Background: an optimization exercise with open tools, aiming at small area, a short achievable clock period and few clock cycles. Do not read the settings as production practice. Only simulation tests tie the RTL to the original design; equivalence was not proved. Power and IR drop assume default switching activity.

==> fjord: inputs <==
## bitpack_stream
module bitpack_stream (
    input  wire        clk,
    input  wire        rst,
    input  wire        cmd_valid,
    input  wire [15:0] cmd_word,
    output wire        cmd_ready,
    input  wire        in_valid,
    input  wire [63:0] in_data,
    output wire        in_ready,
    output wire        out_valid,
    output wire [63:0] out_data,
    input  wire        out_ready,
    output wire        done,
    output reg  [2:0]  done_cause,
    output reg  [6:0]  done_info
);
export LEC_CHECK = 0
export CAP_MARGIN = 20
export CORE_MARGIN = 2
export CORE_UTILIZATION = 30
export SETUP_SLACK_MARGIN = 5
export SLEW_MARGIN = 20
create_clock -name core_clock -period 9.0 [get_ports {clk}]
run.sh (not shown) runs the stock make flow with config.mk's settings and CLKGATE_MAP_FILE= SYNTH_SCRIPT=/design/flow/synth_recipe.tcl, a recipe that flattens the netlist after the stock synthesis.
==> juniper (differences from fjord) <==
--- a/flow/design.v
+++ b/flow/design.v
@@ -43,13 +43,11 @@
   reg [7:0]   icnt;            
   reg [1:0]   il;              
   reg [7:0]   dcnt;            
   reg [1:0]   dl;              
   reg [5:0]   fill;            
-  reg [6:0]   fnb;             
-  reg [5:0]   dlt;             
-  reg         dz;              
+  reg [5:0]   ph;              
   reg         rng_err;
   reg [6:0]   rng_idx;
   reg         pk_v, sk_v;
   reg [30:0]  pk_x, sk_x;
   reg         pk_o, sk_o;
@@ -69,39 +67,34 @@
   wire        is_upp = e_v && (e_kind == K_UPP);
   wire        is_err = e_v && (e_kind == K_ERR);
   wire [6:0]  wbits  = e_w64 ? 7'd64 : 7'd32;
   wire [1:0]  last_lane = e_w64 ? 2'd1 : 2'd3;
   wire [30:0] vmask  = ~(31'h7fffffff << e_b);
-  wire        wend   = e_w64 ? fnb[6] : fnb[5];                        
-  wire        spans  = e_w64 ? (fnb[6] && fnb[5:0] != 6'd0)
-                             : (fnb[5] && fnb[4:0] != 5'd0);           
-  wire [5:0]  nfill  = !wend ? fnb[5:0] : (e_w64 ? fnb[5:0] : {1'b0, fnb[4:0]});
+  wire [6:0]  fill_nb = {1'b0, fill} + {2'b00, e_b};
+  wire        spans  = fill_nb > wbits;      
+  wire        wend   = fill_nb >= wbits;     
   wire [7:0]  nin    = is_pk ? 8'd128 : (e_w64 ? {2'b00, e_b, 1'b0} : {1'b0, e_b, 2'b00});
   wire        o_free = !ov || out_ready;
-  reg  in_rdy;
-  assign in_ready = in_rdy;
-  wire in_take = in_valid && in_rdy;
+  wire in_more = (icnt != nin);
+  assign in_ready = e_v && in_more &&
+                    ((e_kind == K_PK && !sk_v) || (e_kind[1] && lcnt[il*2 +: 2] != 2'd2));
+  wire in_take = in_valid && in_ready;
   wire [63:0] in_m = {33'd0, vmask};
   wire        in_oor = |(in_data & ~in_m);
   wire [63:0] a_l64 = ra[dl[0]*64 +: 64];
   wire [63:0] b_l64 = rb[dl[0]*64 +: 64];
   wire        rpl   = rp[dl];
   wire [31:0] c32 = rpl ? rb[dl*32 +: 32] : ra[dl*32 +: 32];
   wire [31:0] n32 = rpl ? ra[dl*32 +: 32] : rb[dl*32 +: 32];
   wire [63:0] c64 = rpl ? b_l64 : a_l64;
   wire [63:0] n64 = rpl ? a_l64 : b_l64;
   wire [127:0] win = e_w64 ? {n64, c64} : {64'd0, n32, c32};
-  wire [62:0] sh5 = fill[5] ? win[94:32] : win[62:0];
-  wire [46:0] sh4 = fill[4] ? sh5[62:16] : sh5[46:0];
-  wire [38:0] sh3 = fill[3] ? sh4[46:8]  : sh4[38:0];
-  wire [34:0] sh2 = fill[2] ? sh3[38:4]  : sh3[34:0];
-  wire [32:0] sh1 = fill[1] ? sh2[34:2]  : sh2[32:0];
-  wire [30:0] sh0 = fill[0] ? sh1[31:1]  : sh1[30:0];
-  wire [30:0] up_val = sh0 & vmask;
+  wire [127:0] win_sh = win >> fill;
+  wire [30:0] up_val = win_sh[30:0] & vmask;
   wire        up_have = (lcnt[dl*2 +: 2] != 2'd0) && (!spans || lcnt[dl*2 +: 2] == 2'd2);
   wire        up_hold = is_upp && !dcnt[6];
-  wire        ring_ok = (dcnt == 8'd0) || dz;
+  wire        ring_ok = (dcnt == 8'd0) || (ph == dcnt[5:0]);
   wire        up_fire = is_up && (dcnt != 8'd128) && up_have &&
                         (is_upp ? (ring_ok && (up_hold || o_free)) : o_free);
   wire [94:0] pk_y  = {64'd0, pk_x} << fill;
   wire [63:0] acc   = (fill == 6'd0) ? 64'd0 : (e_w64 ? a_l64 : {32'd0, ra[dl*32 +: 32]});
   wire [63:0] pk_mg = acc | (e_w64 ? pk_y[63:0] : {32'd0, pk_y[31:0]});
@@ -110,37 +103,19 @@
   wire        pk_fire = is_pk && pk_v && (!wend || o_free);
   wire        step    = up_fire || pk_fire;
   wire        last_v  = (dcnt == 8'd127);
   wire        err_fire = is_err && !ov;
   wire        e_end   = (step && last_v) || err_fire;
-  wire        e_load  = (!e_v || e_end) && q_v;
-  wire        e_v_n   = e_load || (e_v && !e_end);
-  wire [1:0]  kind_n  = e_load ? q_kind : e_kind;
-  wire [1:0]  il_inc  = (il == last_lane) ? 2'd0 : il + 2'd1;
-  wire [1:0]  il_n    = e_load ? 2'd0 : (in_take ? il_inc : il);
-  wire        more_n  = e_load || (in_take ? (icnt + 8'd1 != nin) : (icnt != nin));
-  wire        sk_v_n  = (pk_fire || !pk_v) ? 1'b0 : (sk_v || (in_take && is_pk));
-  wire [7:0]  lcnt_n;
-  genvar g;
-  generate
-    for (g = 0; g < 4; g = g + 1) begin : g_lcnt
-      assign lcnt_n[g*2 +: 2] = lcnt[g*2 +: 2] + ((in_take && e_kind[1] && il == g) ? 2'd1 : 2'd0)
-                                               - ((up_fire && wend && dl == g) ? 2'd1 : 2'd0);
-    end
-  endgenerate
-  wire        rdy_n   = e_v_n && more_n &&
-                        ((kind_n == K_PK && !sk_v_n) || (kind_n[1] && lcnt_n[il_n*2 +: 2] != 2'd2));
   integer i;
   always @(posedge clk) begin
     if (rst) begin
       q_v     <= 1'b0;
       e_v     <= 1'b0;
       pk_v    <= 1'b0;
       sk_v    <= 1'b0;
       ov      <= 1'b0;
       done_r  <= 1'b0;
-      in_rdy  <= 1'b0;
       lcnt <= 8'd0;
       rp <= 4'd0;
       wp <= 4'd0;
     end else begin
       if (cmd_take) begin
@@ -158,11 +133,11 @@
           q_cause <= CAUSE_OK;
         end
       end
       if (in_take) begin
         icnt <= icnt + 8'd1;
-        il   <= il_inc;
+        il   <= (il == last_lane) ? 2'd0 : il + 2'd1;
       end
       if (pk_fire || !pk_v) begin
         if (sk_v) begin
           pk_v <= 1'b1;
           pk_x <= sk_x;
@@ -186,20 +161,20 @@
         end else begin
           if (wp[il]) rb[il*32 +: 32] <= in_data[31:0];
           else        ra[il*32 +: 32] <= in_data[31:0];
         end
       end
-      lcnt <= lcnt_n;
-      in_rdy <= rdy_n;
+      for (i = 0; i < 4; i = i + 1)
+        lcnt[i*2 +: 2] <= lcnt[i*2 +: 2] + ((in_take && e_kind[1] && il == i) ? 2'd1 : 2'd0)
+                           - ((up_fire && wend && dl == i) ? 2'd1 : 2'd0);
       if (up_fire && wend)
         rp[dl] <= !rp[dl];
       if (step) begin
         dcnt <= dcnt + 8'd1;
         if (dl == last_lane) begin
           dl   <= 2'd0;
-          fill <= nfill;
-          fnb  <= {1'b0, nfill} + {2'b00, e_b};
+          fill <= wend ? fill_nb[5:0] - wbits[5:0] : fill_nb[5:0];
         end else begin
           dl <= dl + 2'd1;
         end
       end
       if (pk_fire) begin
@@ -208,17 +183,11 @@
         if (pk_o && !rng_err) begin
           rng_err <= 1'b1;
           rng_idx <= dcnt[6:0];
         end
       end
-      if (up_fire && dcnt == 8'd0) begin
-        dlt <= 6'd0;
-        dz  <= 1'b1;
-      end else if (!step) begin
-        dlt <= dlt + 6'd1;
-        dz  <= (dlt == 6'd63);
-      end
+      ph <= (up_fire && dcnt == 8'd0) ? 6'd1 : ph + 6'd1;
       if (ov && out_ready)
         ov <= 1'b0;
       if ((pk_fire && wend) || (up_fire && !up_hold)) begin
         ov     <= 1'b1;
         od     <= pk_fire ? pk_mg :
@@ -242,11 +211,10 @@
         icnt    <= 8'd0;
         il      <= 2'd0;
         dcnt    <= 8'd0;
         dl      <= 2'd0;
         fill    <= 6'd0;
-        fnb     <= {2'b00, q_b};
         rng_err <= 1'b0;
         rng_idx <= 7'd0;
       end else if (e_end) begin
         e_v <= 1'b0;
       end
--- a/flow/config.mk
+++ b/flow/config.mk
@@ -6,7 +6,7 @@
 export NUM_CORES = 4
 export LEC_CHECK = 0
 export CAP_MARGIN = 20
 export CORE_MARGIN = 2
 export CORE_UTILIZATION = 30
-export SETUP_SLACK_MARGIN = 5
+export SETUP_SLACK_MARGIN = 0.2
 export SLEW_MARGIN = 20
==> comparison table <==
| quantity | fjord | juniper |
|---|---|---|
| Run status | finished clean | finished clean |
| Worst hold margin | 263 ps | 265 ps |
| Core utilization of the finished layout | 0.368 | 0.353 |
| DIE HEIGHT | 512 um | 525 um |
| Num Clock Sinks | 2478 | 2469 |
| Post-layout worst setup margin | 4780 ps | 2640 ps |
| Number of cells in the finished layout apart from fillers | 9914 | 10400 |
| Worst hold path startpoint | ring[1175]$_DFF_P_ | ring[1251]$_DFF_P_ |
| P_clk | 9.86 mW | 9.96 mW |
| Total leakage power | 35.9 nW | 35.6 nW |
| Total routed wire length on the met1 layer | 121000 um | 135000 um |
| Portion of total power attributed to sequential cells | 0.507 | 0.498 |
| Routed len/inst | 30.0 um | 30.8 um |
| Final setup skew | 97.0 ps | 89.4 ps |
| Xor/xnor cell area share of the yosys netlist | 0.00463 | 0.00409 |
| Unrepaired setup endpoints after global routing | true | false |
| Total power consumption of the routed design | 22.6 mW | 22.9 mW |
| GR Util met3 | 0.0493 | 0.0746 |
| Mean post-synth cell area | 12.8 sq um | 12.5 sq um |
| Fill cells | 24600 | 26100 |
| Hold worst-path end | ring[1206]$_DFF_P_ | ring[1282]$_DFF_P_ |
| Switching power as a share of total power | 0.231 | 0.237 |
Testbench counts of fjord, summed over its fixed seeds: cycles 30,984.
Testbench counts of juniper, summed over its fixed seeds: cycles 30,984.

## re-timing with driven ports
The flow's constraints put no driver on any port. The routed layouts listed below were extracted and timed again, unchanged, in two steps. Step 1 sets driving cells, clkbuf_16 on the clock port and buf_2 on the other inputs (assumed; they add their load-dependent delay and slew). Step 2 moves the port delays by t, midway between the first and last clock arrival at a register: inputs arrive t later, outputs are due t later. That takes back most of the time a late clock gives input paths. a / b / c = ideal ports / drivers / drivers and shift; a / b = the first two.
run | shift t [ns] | slack for setup (ns) | worst data-port slew with drivers (ns)
fjord | 0.961 | 4.782 / 4.782 / 4.080 | 0.16
juniper | 0.950 | 2.643 / 2.643 / 2.526 | 0.11
After both steps setup and hold are still met in every run listed. The setup slack of fjord, which loses most, moves by 0.000 ns with the drivers and by -0.702 ns with both steps.
